Background: an optimization exercise with open tools, aiming at small area. Do not read the settings as production practice.
The RTL was checked by simulation tests, not by an equivalence proof against the original design.
Power figures rest on the tool's default switching activity, not on a simulated workload.

[flow/design.v]
module lcdm_framer (
    input  wire        clk,
    input  wire        rst,
    input  wire        op_valid,
    output wire        op_ready,
    input  wire [7:0]  op_sel,
    input  wire [15:0] op_arg,
    input  wire [7:0]  op_len,
    input  wire        hin_valid,
    output reg         hin_ready,
    input  wire [7:0]  hin_data,
    output reg         hout_valid,
    input  wire        hout_ready,
    output reg  [7:0]  hout_data,
    output reg         res_valid,
    output reg  [3:0]  res_code,
    output reg  [7:0]  res_byte,
    output reg         t_req_valid,
    input  wire        t_req_ready,
    output reg  [2:0]  t_req_kind,
    output reg  [15:0] t_req_data,
    output reg         t_req_last,
    input  wire        t_rsp_valid,
    output reg         t_rsp_ready,
    input  wire [7:0]  t_rsp_data,
    input  wire        t_rsp_last,
    input  wire        t_rsp_err,
    input  wire        t_rsp_empty
);
    localparam [7:0] REQUEST_START  = 8'h04;
    localparam [7:0] RESPONSE_START = 8'h01;
    localparam [7:0] DEVICE_ID      = 8'h50;
    localparam [7:0] TEXT_START     = 8'h02;
    localparam [7:0] TEXT_END       = 8'h03;
    localparam [7:0] ACK            = 8'h06;
    localparam [7:0] NACK           = 8'h15;
    localparam [7:0] EOT            = 8'h04;
    localparam [7:0]  RX_MAX   = 8'd64;    
    localparam [10:0]  N_RETRY  = 11'd1050;
    localparam [15:0]  SETTLE_MS = 16'd200;
    localparam [7:0] SEL_OPEN      = 8'h01;
    localparam [7:0] SEL_CLOSE     = 8'h02;
    localparam [7:0] SEL_CHECKSUM  = 8'h10;
    localparam [7:0] SEL_ENCODE    = 8'h11;
    localparam [7:0] SEL_SEND      = 8'h12;
    localparam [7:0] SEL_CLASSIFY  = 8'h20;
    localparam [7:0] SEL_READ_CTL  = 8'h21;
    localparam [7:0] SEL_VALIDATE  = 8'h22;
    localparam [7:0] SEL_READ_FRM  = 8'h23;
    localparam [7:0] SEL_READ_RSP  = 8'h30;
    localparam [7:0] SEL_TRANSACT  = 8'h31;
    localparam [3:0] R_OK        = 4'd0;
    localparam [3:0] R_CLOSED    = 4'd1;
    localparam [3:0] R_TRANSPORT = 4'd2;
    localparam [3:0] R_EXHAUSTED = 4'd3;
    localparam [3:0] R_NOT_ACK   = 4'd4;
    localparam [3:0] R_MALFORMED = 4'd5;
    localparam [3:0] R_CHECKSUM  = 4'd6;
    localparam [3:0] R_REF_SEL   = 4'd8;
    localparam [3:0] R_REF_OPEN  = 4'd9;
    localparam [3:0] R_REF_BAUD  = 4'd10;
    localparam [3:0] R_REF_NOPEN = 4'd11;
    localparam [2:0] T_OPEN  = 3'd1;
    localparam [2:0] T_CLOSE = 3'd2;
    localparam [2:0] T_READ  = 3'd3;
    localparam [2:0] T_WRITE = 3'd4;
    localparam [2:0] T_SLEEP = 3'd5;
    localparam [1:0] C_ACK  = 2'd0;
    localparam [1:0] C_NACK = 2'd1;
    localparam [1:0] C_EOT  = 2'd2;
    localparam [1:0] C_UNR  = 2'd3;
    localparam [4:0]
        S_IDLE      = 5'd0,
        S_DRAIN     = 5'd1,    
        S_CHKSUM    = 5'd2,    
        S_ENC_HDR   = 5'd3,    
        S_ENC_PL    = 5'd4,    
        S_ENC_END   = 5'd5,    
        S_ENC_SUM   = 5'd6,    
        S_WR_RSP    = 5'd7,    
        S_VAL_IN    = 5'd8,    
        S_RD_REQ    = 5'd9,    
        S_RD_RSP    = 5'd10,   
        S_CHECK     = 5'd11,   
        S_ACK_REQ   = 5'd12,
        S_ACK_RSP   = 5'd13,
        S_SLP_REQ   = 5'd14,
        S_SLP_RSP   = 5'd15,
        S_OUT       = 5'd16,   
        S_RES       = 5'd17,   
        S_OC_REQ    = 5'd18,   
        S_OC_RSP    = 5'd19;
    reg [4:0]  state;
    reg        open;           
    reg [7:0]  sel;            
    reg [15:0] arg;
    reg [7:0]  len;            
    reg [1:0]  hidx;           
    reg [7:0]  acc;            
    reg        to_trans;       
    reg        ctl_loop;       
    reg [10:0] attempts;
    reg        chunk_first;    
    reg [1:0]  cls;
    reg [3:0]  code;
    reg [7:0]  rbyte;
    reg [7:0]  rxbuf [0:63];
    reg [7:0]  rxlen;          
    reg [7:0]  last1;          
    reg [7:0]  last2;          
    reg [7:0]  oidx;           
    function [1:0] classify(input [7:0] b);
        begin
            if (b == ACK)       classify = C_ACK;
            else if (b == NACK) classify = C_NACK;
            else if (b == EOT)  classify = C_EOT;
            else                classify = C_UNR;
        end
    endfunction
    wire needs_open = (op_sel == SEL_SEND) || (op_sel == SEL_READ_CTL) ||
                      (op_sel == SEL_READ_FRM) || (op_sel == SEL_READ_RSP) ||
                      (op_sel == SEL_TRANSACT);
    wire takes_bytes = (op_sel == SEL_CHECKSUM) || (op_sel == SEL_ENCODE) ||
                       (op_sel == SEL_SEND) || (op_sel == SEL_VALIDATE) ||
                       (op_sel == SEL_TRANSACT);
    wire baud_ok = (op_arg == 16'd9600) || (op_arg == 16'd19200);
    wire frm_stop = (rxlen >= 8'd2) && (last2 == TEXT_END);
    wire val_a = (rxlen >= 8'd2) && (rxbuf[0] == RESPONSE_START) && (rxbuf[1] == DEVICE_ID);
    wire val_b = (acc == 8'h00);
    wire val_c = (rxlen >= 8'd4) && (rxbuf[2] == TEXT_START) && (last2 == TEXT_END);
    wire val_fit = (rxlen <= RX_MAX);
    assign op_ready = (state == S_IDLE);
    reg        enc_valid;
    reg [7:0]  enc_data;
    reg        enc_last;
    wire       enc_ready = to_trans ? t_req_ready : hout_ready;
    always @(*) begin
        enc_valid = 1'b0;
        enc_data  = 8'h00;
        enc_last  = 1'b0;
        case (state)
            S_ENC_HDR: begin
                enc_valid = 1'b1;
                case (hidx)
                    2'd0: enc_data = REQUEST_START;
                    2'd1: enc_data = DEVICE_ID;
                    2'd2: enc_data = TEXT_START;
                    default: enc_data = arg[7:0];
                endcase
            end
            S_ENC_PL: begin
                enc_valid = hin_valid;
                enc_data  = hin_data;
            end
            S_ENC_END: begin
                enc_valid = 1'b1;
                enc_data  = TEXT_END;
            end
            S_ENC_SUM: begin
                enc_valid = 1'b1;
                enc_data  = acc;
                enc_last  = 1'b1;
            end
            default: ;
        endcase
    end
    always @(*) begin
        hin_ready   = 1'b0;
        hout_valid  = 1'b0;
        hout_data   = 8'h00;
        t_req_valid = 1'b0;
        t_req_kind  = 3'd0;
        t_req_data  = 16'h0000;
        t_req_last  = 1'b0;
        t_rsp_ready = 1'b0;
        res_valid   = 1'b0;
        res_code    = 4'd0;
        res_byte    = 8'h00;
        case (state)
            S_DRAIN, S_CHKSUM, S_VAL_IN: hin_ready = 1'b1;
            S_ENC_HDR, S_ENC_END, S_ENC_SUM, S_ENC_PL: begin
                if (state == S_ENC_PL) hin_ready = enc_ready;
                if (to_trans) begin
                    t_req_valid = enc_valid;
                    t_req_kind  = T_WRITE;
                    t_req_data  = {8'h00, enc_data};
                    t_req_last  = enc_last;
                end else begin
                    hout_valid = enc_valid;
                    hout_data  = enc_data;
                end
            end
            S_RD_REQ: begin
                t_req_valid = 1'b1;
                t_req_kind  = T_READ;
                t_req_last  = 1'b1;
            end
            S_ACK_REQ: begin
                t_req_valid = 1'b1;
                t_req_kind  = T_WRITE;
                t_req_data  = {8'h00, ACK};
                t_req_last  = 1'b1;
            end
            S_SLP_REQ: begin
                t_req_valid = 1'b1;
                t_req_kind  = T_SLEEP;
                t_req_data  = SETTLE_MS;
                t_req_last  = 1'b1;
            end
            S_OC_REQ: begin
                t_req_valid = 1'b1;
                t_req_kind  = (sel == SEL_OPEN) ? T_OPEN : T_CLOSE;
                t_req_data  = (sel == SEL_OPEN) ? arg : 16'h0000;
                t_req_last  = 1'b1;
            end
            S_WR_RSP, S_RD_RSP, S_ACK_RSP, S_SLP_RSP, S_OC_RSP: t_rsp_ready = 1'b1;
            S_OUT: begin
                hout_valid = 1'b1;
                hout_data  = rxbuf[oidx[5:0]];
            end
            S_RES: begin
                res_valid = 1'b1;
                res_code  = code;
                res_byte  = rbyte;
            end
            default: ;
        endcase
    end
    task take_byte(input [7:0] b);
        begin
            if (rxlen < RX_MAX) rxbuf[rxlen[5:0]] <= b;
            if (rxlen != 8'hff) rxlen <= rxlen + 8'd1;
            acc   <= acc ^ b;
            last2 <= last1;
            last1 <= b;
        end
    endtask
    task start_loop(input ctl);
        begin
            ctl_loop <= ctl;
            attempts <= 11'd0;
            rxlen    <= 8'd0;
            acc      <= 8'h00;
            last1    <= 8'h00;
            last2    <= 8'h00;
            state    <= S_RD_REQ;
        end
    endtask
    task finish(input [3:0] c);
        begin
            code  <= c;
            state <= S_RES;
        end
    endtask
    always @(posedge clk) begin
        if (rst) begin
            state       <= S_IDLE;
            open        <= 1'b0;
            sel         <= 8'h00;
            arg         <= 16'h0000;
            len         <= 8'd0;
            hidx        <= 2'd0;
            acc         <= 8'h00;
            to_trans    <= 1'b0;
            ctl_loop    <= 1'b0;
            attempts    <= 11'd0;
            chunk_first <= 1'b1;
            cls         <= C_UNR;
            code        <= R_OK;
            rbyte       <= 8'h00;
            rxlen       <= 8'd0;
            last1       <= 8'h00;
            last2       <= 8'h00;
            oidx        <= 8'd0;
        end else begin
            case (state)
                S_IDLE: begin
                    if (op_valid) begin
                        sel   <= op_sel;
                        arg   <= op_arg;
                        len   <= op_len;
                        hidx  <= 2'd0;
                        acc   <= 8'h00;
                        rbyte <= 8'h00;
                        rxlen <= 8'd0;
                        last1 <= 8'h00;
                        last2 <= 8'h00;
                        if (needs_open && !open) begin
                            code  <= R_CLOSED;
                            state <= (takes_bytes && op_len != 8'd0) ? S_DRAIN : S_RES;
                        end else begin
                            case (op_sel)
                                SEL_OPEN: begin
                                    if (open)         finish(R_REF_OPEN);
                                    else if (!baud_ok) finish(R_REF_BAUD);
                                    else              state <= S_OC_REQ;
                                end
                                SEL_CLOSE: begin
                                    if (!open) finish(R_REF_NOPEN);
                                    else       state <= S_OC_REQ;
                                end
                                SEL_CHECKSUM: begin
                                    code  <= R_OK;
                                    state <= (op_len != 8'd0) ? S_CHKSUM : S_RES;
                                end
                                SEL_ENCODE: begin
                                    to_trans <= 1'b0;
                                    state    <= S_ENC_HDR;
                                end
                                SEL_SEND, SEL_TRANSACT: begin
                                    to_trans <= 1'b1;
                                    state    <= S_ENC_HDR;
                                end
                                SEL_CLASSIFY: begin
                                    rbyte <= {6'd0, classify(op_arg[7:0])};
                                    finish(R_OK);
                                end
                                SEL_READ_CTL, SEL_READ_RSP: start_loop(1'b1);
                                SEL_READ_FRM:               start_loop(1'b0);
                                SEL_VALIDATE: begin
                                    state <= (op_len != 8'd0) ? S_VAL_IN : S_CHECK;
                                end
                                default: finish(R_REF_SEL);
                            endcase
                        end
                    end
                end
                S_DRAIN: begin
                    if (hin_valid) begin
                        len <= len - 8'd1;
                        if (len == 8'd1) state <= S_RES;
                    end
                end
                S_CHKSUM: begin
                    if (hin_valid) begin
                        acc   <= acc ^ hin_data;
                        rbyte <= acc ^ hin_data;
                        len   <= len - 8'd1;
                        if (len == 8'd1) state <= S_RES;
                    end
                end
                S_ENC_HDR: begin
                    if (enc_ready) begin
                        acc  <= acc ^ enc_data;
                        hidx <= hidx + 2'd1;
                        if (hidx == 2'd3) state <= (len != 8'd0) ? S_ENC_PL : S_ENC_END;
                    end
                end
                S_ENC_PL: begin
                    if (hin_valid && enc_ready) begin
                        acc <= acc ^ hin_data;
                        len <= len - 8'd1;
                        if (len == 8'd1) state <= S_ENC_END;
                    end
                end
                S_ENC_END: begin
                    if (enc_ready) begin
                        acc   <= acc ^ TEXT_END;
                        state <= S_ENC_SUM;
                    end
                end
                S_ENC_SUM: begin
                    if (enc_ready) begin
                        if (to_trans) state <= S_WR_RSP;
                        else          finish(R_OK);
                    end
                end
                S_WR_RSP: begin
                    if (t_rsp_valid) begin
                        if (t_rsp_err)               finish(R_TRANSPORT);
                        else if (sel == SEL_SEND)    finish(R_OK);
                        else                         start_loop(1'b1);
                    end
                end
                S_VAL_IN: begin
                    if (hin_valid) begin
                        take_byte(hin_data);
                        len <= len - 8'd1;
                        if (len == 8'd1) state <= S_CHECK;
                    end
                end
                S_RD_REQ: begin
                    if (t_req_ready) begin
                        attempts    <= attempts + 11'd1;
                        chunk_first <= 1'b1;
                        state       <= S_RD_RSP;
                    end
                end
                S_RD_RSP: begin
                    if (t_rsp_valid) begin
                        chunk_first <= t_rsp_last;
                        if (t_rsp_err) begin
                            finish(R_TRANSPORT);
                        end else begin
                            if (!t_rsp_empty) begin
                                if (ctl_loop) begin
                                    if (chunk_first && rxlen == 8'd0) begin
                                        cls   <= classify(t_rsp_data);
                                        rxlen <= 8'd1;
                                    end
                                end else begin
                                    take_byte(t_rsp_data);
                                end
                            end
                            if (t_rsp_last) begin
                                if (ctl_loop) begin
                                    if (rxlen != 8'd0 || !t_rsp_empty) begin
                                        if (sel == SEL_READ_CTL) begin
                                            rbyte <= {6'd0, (rxlen != 8'd0) ? cls : classify(t_rsp_data)};
                                            finish(R_OK);
                                        end else if (((rxlen != 8'd0) ? cls : classify(t_rsp_data)) != C_ACK) begin
                                            finish(R_NOT_ACK);
                                        end else begin
                                            start_loop(1'b0);
                                        end
                                    end else if (attempts == N_RETRY) begin
                                        finish(R_EXHAUSTED);
                                    end else begin
                                        state <= S_RD_REQ;
                                    end
                                end else begin
                                    if (!t_rsp_empty && (rxlen != 8'd0) && (last1 == TEXT_END)) begin
                                        state <= S_CHECK;
                                    end else if (t_rsp_empty && frm_stop) begin
                                        state <= S_CHECK;
                                    end else if (attempts == N_RETRY) begin
                                        finish(R_EXHAUSTED);
                                    end else begin
                                        state <= S_RD_REQ;
                                    end
                                end
                            end
                        end
                    end
                end
                S_CHECK: begin
                    oidx <= 8'd3;
                    if (!val_a)        finish(R_MALFORMED);
                    else if (!val_b)   finish(R_CHECKSUM);
                    else if (!val_c)   finish(R_MALFORMED);
                    else if (!val_fit) finish(R_MALFORMED);
                    else if (sel == SEL_VALIDATE) begin
                        code  <= R_OK;
                        state <= (rxlen > 8'd5) ? S_OUT : S_RES;
                    end else begin
                        state <= S_ACK_REQ;
                    end
                end
                S_ACK_REQ: if (t_req_ready) state <= S_ACK_RSP;
                S_ACK_RSP: begin
                    if (t_rsp_valid) begin
                        if (t_rsp_err) finish(R_TRANSPORT);
                        else           state <= S_SLP_REQ;
                    end
                end
                S_SLP_REQ: if (t_req_ready) state <= S_SLP_RSP;
                S_SLP_RSP: begin
                    if (t_rsp_valid) begin
                        code  <= R_OK;
                        state <= (rxlen > 8'd5) ? S_OUT : S_RES;
                    end
                end
                S_OUT: begin
                    if (hout_ready) begin
                        oidx <= oidx + 8'd1;
                        if (oidx == rxlen - 8'd3) state <= S_RES;
                    end
                end
                S_OC_REQ: if (t_req_ready) state <= S_OC_RSP;
                S_OC_RSP: begin
                    if (t_rsp_valid) begin
                        if (sel == SEL_OPEN) begin
                            if (!t_rsp_err) open <= 1'b1;
                        end else begin
                            open <= 1'b0;
                        end
                        finish(t_rsp_err ? R_TRANSPORT : R_OK);
                    end
                end
                S_RES: begin
                    state <= S_IDLE;
                end
                default: state <= S_IDLE;
            endcase
        end
    end
endmodule
[flow/run.sh]
#!/bin/bash
# synth_recipe.tcl (not shown) runs the flow's synth.tcl, then flattens the netlist and writes it again
# the make line also repeats each setting of config.mk as NAME=value (left out here)
make -C /OpenROAD-flow-scripts/flow DESIGN_CONFIG=/design/flow/config.mk WORK_HOME=/design/flow/orfs CLKGATE_MAP_FILE= SYNTH_SCRIPT=/design/flow/synth_recipe.tcl finish
[flow/constraint.sdc]
create_clock -name core_clock -period 10.0 [get_ports {clk}]
set_input_delay 2.0000 -clock core_clock [delete_from_list [all_inputs] [get_ports {clk}]]
set_output_delay 2.0000 -clock core_clock [all_outputs]
set_load 0.01 [all_outputs]
[flow/config.mk]
export PLATFORM = sky130hd
export DESIGN_NAME = lcdm_framer
export DESIGN_NICKNAME = lcdm_framer
export VERILOG_FILES = /design/flow/design.v
export SDC_FILE = /design/flow/constraint.sdc
export NUM_CORES = 4
export LEC_CHECK = 0
export CAP_MARGIN = 20
export CORE_MARGIN = 2
export CORE_UTILIZATION = 40
export SLEW_MARGIN = 20
==> impl_results.html <==
<table>
<tr><th>Metric</th><th>Value</th></tr>
<tr><th colspan="2">Critical path</th></tr>
<tr><td>CP max-delay cell</td><td>sky130_fd_sc_hd__dfxtp_4</td></tr>
<tr><td>Critical path type</td><td>reg -&gt; out</td></tr>
<tr><td>Data required, critical path</td><td>approximately 8.0 ns</td></tr>
<tr><td>Critical path cell sequence</td><td>buf_4, mux4_2, mux4_2, mux2i_1, nor2_1, a21oi_1, o21ai_0, clkdlybuf4s50_1</td></tr>
<tr><td>Slowest Stage Delay on Critical Path</td><td>between 0.9 and 1 ns</td></tr>
<tr><td>Endpoint class of the critical path</td><td>primary output</td></tr>
<tr><td>Maximum fanout encountered on the critical timing path</td><td>slightly below 60</td></tr>
<tr><td>WP buf/inv</td><td>2</td></tr>
<tr><td>Top Family by Delay on Critical Path</td><td>buffers and inverters</td></tr>
<tr><td>Nature of the critical path startpoint</td><td>register</td></tr>
<tr><td>Critical Path AT</td><td>4.69 ns</td></tr>
<tr><td>Worst path most repeated cell</td><td>sky130_fd_sc_hd__mux4_2</td></tr>
<tr><td>Setup slack of the most critical reg-to-reg path</td><td>roughly 5.5 ns</td></tr>
<tr><th colspan="2">Clock network</th></tr>
<tr><td>Clock root cell</td><td>sky130_fd_sc_hd__clkbuf_16</td></tr>
<tr><td>Number of gates resized after cts</td><td>0</td></tr>
<tr><td>Level count of the clock H-tree</td><td>3</td></tr>
<tr><td>Clk pin slew, worst setup/hold paths</td><td>0.06 ns</td></tr>
<tr><td>Post-CTS repair timing setup buffer count</td><td>0</td></tr>
<tr><td>Clock buffer depth</td><td>3</td></tr>
<tr><td>Number of clock sinks</td><td>626</td></tr>
<tr><td>Number of buffers created by CTS</td><td>between 60 and 70</td></tr>
<tr><td>TritonCTS clock tree</td><td>built</td></tr>
<tr><td>Post-cts hold buffer count</td><td>0</td></tr>
<tr><td>Clock network latency to the later pin of the worst-skew pair</td><td>slightly above 0.6 ns</td></tr>
<tr><th colspan="2">Timing</th></tr>
<tr><td>Max Clock Freq</td><td>roughly 0.15 GHz</td></tr>
<tr><td>Share of the clock period used by the worst path after layout</td><td>~67%</td></tr>
<tr><td>Hold Violations, Final</td><td>0</td></tr>
<tr><td>Tightest slew margin relative to the limit</td><td>between 30% and 40%</td></tr>
<tr><td>Final setup violation count</td><td>0</td></tr>
<tr><td>Post-Route Skew</td><td>between 0.02 and 0.03 ns</td></tr>
<tr><td>Unrepaired setup endpoints after global routing</td><td>no</td></tr>
<tr><td>Setup TNS</td><td>0 ns</td></tr>
<tr><td>Final number of max-transition violations</td><td>0</td></tr>
<tr><td>Fin crit period</td><td>6.69 ns</td></tr>
<tr><td>Measured slew at the worst slew-check pin</td><td>1.02 ns</td></tr>
<tr><th colspan="2">Synthesis</th></tr>
<tr><td>Number of warnings reported in the yosys synthesis log</td><td>1</td></tr>
<tr><td>Mean instance size in the synthesized netlist</td><td>about 14 um2</td></tr>
<tr><td>Fraction of the yosys area taken by sequential cells</td><td>around 63%</td></tr>
<tr><td>Unique masters post-synth</td><td>103</td></tr>
<tr><td>Flip-flop and latch count after synthesis</td><td>between 600 and 700</td></tr>
<tr><td>Synthesized instance count</td><td>1952</td></tr>
<tr><td>Asr flop ratio synth</td><td>0%</td></tr>
<tr><td>Number of enable-type register cells in the synthesized netlist</td><td>roughly 510</td></tr>
<tr><td>Post-Synthesis Net Count</td><td>~2000</td></tr>
<tr><td>Syn Std Cell Area</td><td>approximately 0.028 mm2</td></tr>
<tr><td>Ys flop type</td><td>sky130_fd_sc_hd__edfxtp_1</td></tr>
<tr><th colspan="2">Die</th></tr>
<tr><td>Starting utilization of the core area</td><td>around two fifths</td></tr>
<tr><td>Die H</td><td>~270 um</td></tr>
<tr><td>Boundary Pins</td><td>approximately 100</td></tr>
<tr><td>Area enclosed by the die boundary</td><td>0.0724 mm2</td></tr>
<tr><td>Overall die width</td><td>about 270 um</td></tr>
<tr><td>Core area</td><td>0.0698 mm2</td></tr>
<tr><td>Site Rows</td><td>97</td></tr>
<tr><th colspan="2">Placed design</th></tr>
<tr><td>Final HPWL from detailed placement</td><td>49700 um</td></tr>
<tr><td>IO Port Bufs</td><td>~100</td></tr>
<tr><td>Weighted congestion at the end of routability-driven global placement</td><td>slightly above 0.9</td></tr>
<tr><th colspan="2">Job</th></tr>
<tr><td>Max Cap Viol</td><td>0</td></tr>
<tr><th colspan="2">Routing</th></tr>
<tr><td>Number of routed nets with antenna violations</td><td>0</td></tr>
<tr><td>Detailed-routing iteration count for the pre-antenna-repair pass</td><td>7</td></tr>
<tr><td>Count of routing violations after the opening detailed-route iteration</td><td>roughly 1900</td></tr>
<tr><td>Total DRC errors in the routed layout</td><td>0</td></tr>
<tr><td>Routed wire length</td><td>~76000 um</td></tr>
<tr><td>Via Count</td><td>approximately 18000</td></tr>
<tr><td>Routed len/inst</td><td>25.2 um</td></tr>
<tr><td>Via-to-Cell Ratio</td><td>roughly 5.8</td></tr>
<tr><th colspan="2">Final layout</th></tr>
<tr><td>Synth-to-Final Area Change</td><td>14.8%</td></tr>
<tr><td>Most frequent standard cell in the layout excluding fill and tap cells</td><td>sky130_fd_sc_hd__edfxtp_1</td></tr>
<tr><td>Layout cells sized above 1</td><td>roughly 16%</td></tr>
<tr><td>Area taken by flip-flops and latches</td><td>0.0177 mm2</td></tr>
<tr><td>Total number of nets in the final design</td><td>about 2100</td></tr>
<tr><td>Most frequent cells in the layout</td><td>sky130_fd_sc_hd__edfxtp_1, sky130_fd_sc_hd__nor2_1, sky130_fd_sc_hd__mux4_2, sky130_fd_sc_hd__nand2_1, sky130_fd_sc_hd__dfxtp_1</td></tr>
<tr><td>Total of fill cells in the finished design</td><td>between 6000 and 7000</td></tr>
<tr><td>Area of the multi-input gates</td><td>0.00982 mm2</td></tr>
<tr><th colspan="2">Pwr</th></tr>
<tr><td>Share of total power in sequential cells</td><td>~45%</td></tr>
<tr><td>Total leakage power</td><td>around 10 nW</td></tr>
<tr><td>Combinational share of power</td><td>between 10% and 20%</td></tr>
<tr><td>Design Power</td><td>6.56 mW</td></tr>
<tr><td>Maximum resistive drop on vdd</td><td>about 0.00016 V</td></tr>
<tr><td>Pwr per Cell Area</td><td>approximately 200 mW/mm2</td></tr>
<tr><td>Internal power consumption</td><td>4.77 mW</td></tr>
<tr><td>Switching fraction of total power</td><td>27.3%</td></tr>
<tr><td>Clk pwr share</td><td>38.5%</td></tr>
<tr><td>Net switching component of the power</td><td>roughly 1.8 mW</td></tr>
<tr><th colspan="2">Global route</th></tr>
<tr><td>Tot GR Track Use</td><td>between 20% and 30%</td></tr>
<tr><td>First-pass GRT wire length</td><td>114000 um</td></tr>
<tr><td>Antenna violations before repair</td><td>0</td></tr>
<tr><td>Pin count of the biggest net entering global routing</td><td>73</td></tr>
<tr><td>Via count of the first global-routing pass</td><td>approximately 18000</td></tr>
<tr><td>Aggregate global routing overflow</td><td>0</td></tr>
<tr><th colspan="2">Status</th></tr>
<tr><td>Run status</td><td>timing/DRC/antenna clean</td></tr>
<tr><th colspan="2">Hold path</th></tr>
<tr><td>Hold WC Path Type</td><td>reg -&gt; reg</td></tr>
</table>
metrics by stage:
stage | hold WS (ns) | util (%) | setup slack (ns) | cells | cell area [um2]
after floorplan | 0.432 | - | 5.24 | 1952 | 28100
after global placement | 0.439 | 43.0 | 3.46 | 2904 | 30000
after detailed placement | 0.442 | 43.0 | 3.34 | 2904 | 30000
after CTS | 0.449 | 46.2 | 3.35 | 3025 | 32200
after global routing | 0.467 | 46.2 | 3.04 | 3025 | 32200
final | 0.448 | 46.2 | 3.31 | 3026 | 32200
metal layers:
metal  vias up  share of wire [%]  GRT usage [%]
met4         0                3.0           6.89
met1      8896                 41           28.2
met2       727                 48           34.9
met5         -                  0              0
met3       136                7.5           4.42
li1       7808                  -              -
sequential cells by signal, indices dropped and copies added (netlist names), named ones only:
name and cells:
hidx 2, rxbuf 512, open 1, rbyte 8
cls 2, ctl_loop 1, arg 16, to_trans 1
last1 8, sel 8, code 4, len 8
rxlen 8, oidx 8, acc 8, attempts 11
state 5, chunk_first 1, last2 8
final timing paths:
| path | start | endpoint | depth (start not counted) |
|---|---|---|---|
| max reg2reg | state[1]$_SDFFE_PP0P_ | rxbuf[56][2]$_DFFE_PP_ | 8 |
| min | arg[9]$_SDFFE_PP0P_ | arg[9]$_SDFFE_PP0P_ | 2 |
| max | register | hout_data[7] | 8 |
| min reg2reg | arg[9]$_SDFFE_PP0P_ | arg[9]$_SDFFE_PP0P_ | 2 |
power groups by stage:
stage	combinational (mW)	sequential [mW]	clock, mW
final	1.09	2.95	2.52
after CTS	1.08	2.95	2.58
after floorplan	0.773	2.95	0
after detailed placement	1.07	3.01	0
after global placement	1.06	3.00	0
after global routing	1.17	2.96	2.67
cell families after synthesis:
kind of cell	count (synthesis)	share of synthesized area, %
compound gates	344	8.28
flops	626	62.9
buf+inv	144	2.24
simple gates	587	10.5
xor+xnor	35	1.16
mux	202	14.4
fa+ha+maj	14	0.615
final cells by class:
cell class                 count  share of cell area (%)
inverter                      25                   0.291
multi-input combinational   1182                    30.4
sequential                   626                    54.8
clock inverter                38                    1.39
clock buffer                  83                    5.55
timing repair buffer         131                    3.87
tap                          940                    3.65
antenna                        1                 0.00776
synth_stat cells (12+ instances only):
library cell / count / area share, %
sky130_fd_sc_hd__xnor2_1: 24 / 0.75
sky130_fd_sc_hd__a211oi_1: 15 / 0.40
sky130_fd_sc_hd__nor2_1: 194 / 2.6
sky130_fd_sc_hd__nor3_1: 39 / 0.69
sky130_fd_sc_hd__a21oi_1: 97 / 1.7
sky130_fd_sc_hd__nand3_1: 25 / 0.45
sky130_fd_sc_hd__o21ai_0: 67 / 1.2
sky130_fd_sc_hd__buf_2: 23 / 0.41
sky130_fd_sc_hd__inv_1: 24 / 0.32
sky130_fd_sc_hd__ha_1: 13 / 0.58
sky130_fd_sc_hd__clkbuf_1: 64 / 0.86
sky130_fd_sc_hd__and2_1: 27 / 0.60
sky130_fd_sc_hd__buf_1: 21 / 0.28
sky130_fd_sc_hd__mux2i_1: 33 / 1.2
sky130_fd_sc_hd__nor2b_1: 16 / 0.36
sky130_fd_sc_hd__edfxtp_1: 512 / 55
sky130_fd_sc_hd__nand2_1: 144 / 1.9
sky130_fd_sc_hd__and3_1: 12 / 0.27
sky130_fd_sc_hd__mux4_2: 160 / 13
sky130_fd_sc_hd__dfxtp_1: 114 / 8.1
sky130_fd_sc_hd__nor4_1: 15 / 0.33
sky130_fd_sc_hd__a22o_1: 28 / 0.87
sky130_fd_sc_hd__nand2b_1: 22 / 0.49
tightest hold or removal path: cells and delay by family (launching register included):
family	cells	cell delay, ns
flip-flops	1	0.30
AO/OA/AOI/OAI	1	0.05
AND/OR/NAND/NOR	1	0.05

## afterwards: timing with drivers on the ports
How much do the figures lean on ideal ports? The routed layout below was timed once more, with nothing changed but the port constraints. Step 1 assumes that a clkbuf_16 drives the clock port and a buf_2 every other input. Step 2 times the ports against the registers' clock, not the clock port: input delays grow and output delays shrink by t, the midpoint of the rising clock arrivals with the driver on. a / b / c = ideal / step 1 / step 2; a / b = the first two.
t, ns: 0.669
setup slack, ns: 3.312 / 3.251 / 3.406
worst setup path at the end: input to output
clock arrival spread, ns: 0.033 / 0.033
pins driven straight from the clock port: 1
After both steps setup and hold are still met in this run. For this run, drivers alone change the setup slack by -0.061 ns; drivers and shift together by +0.094 ns.
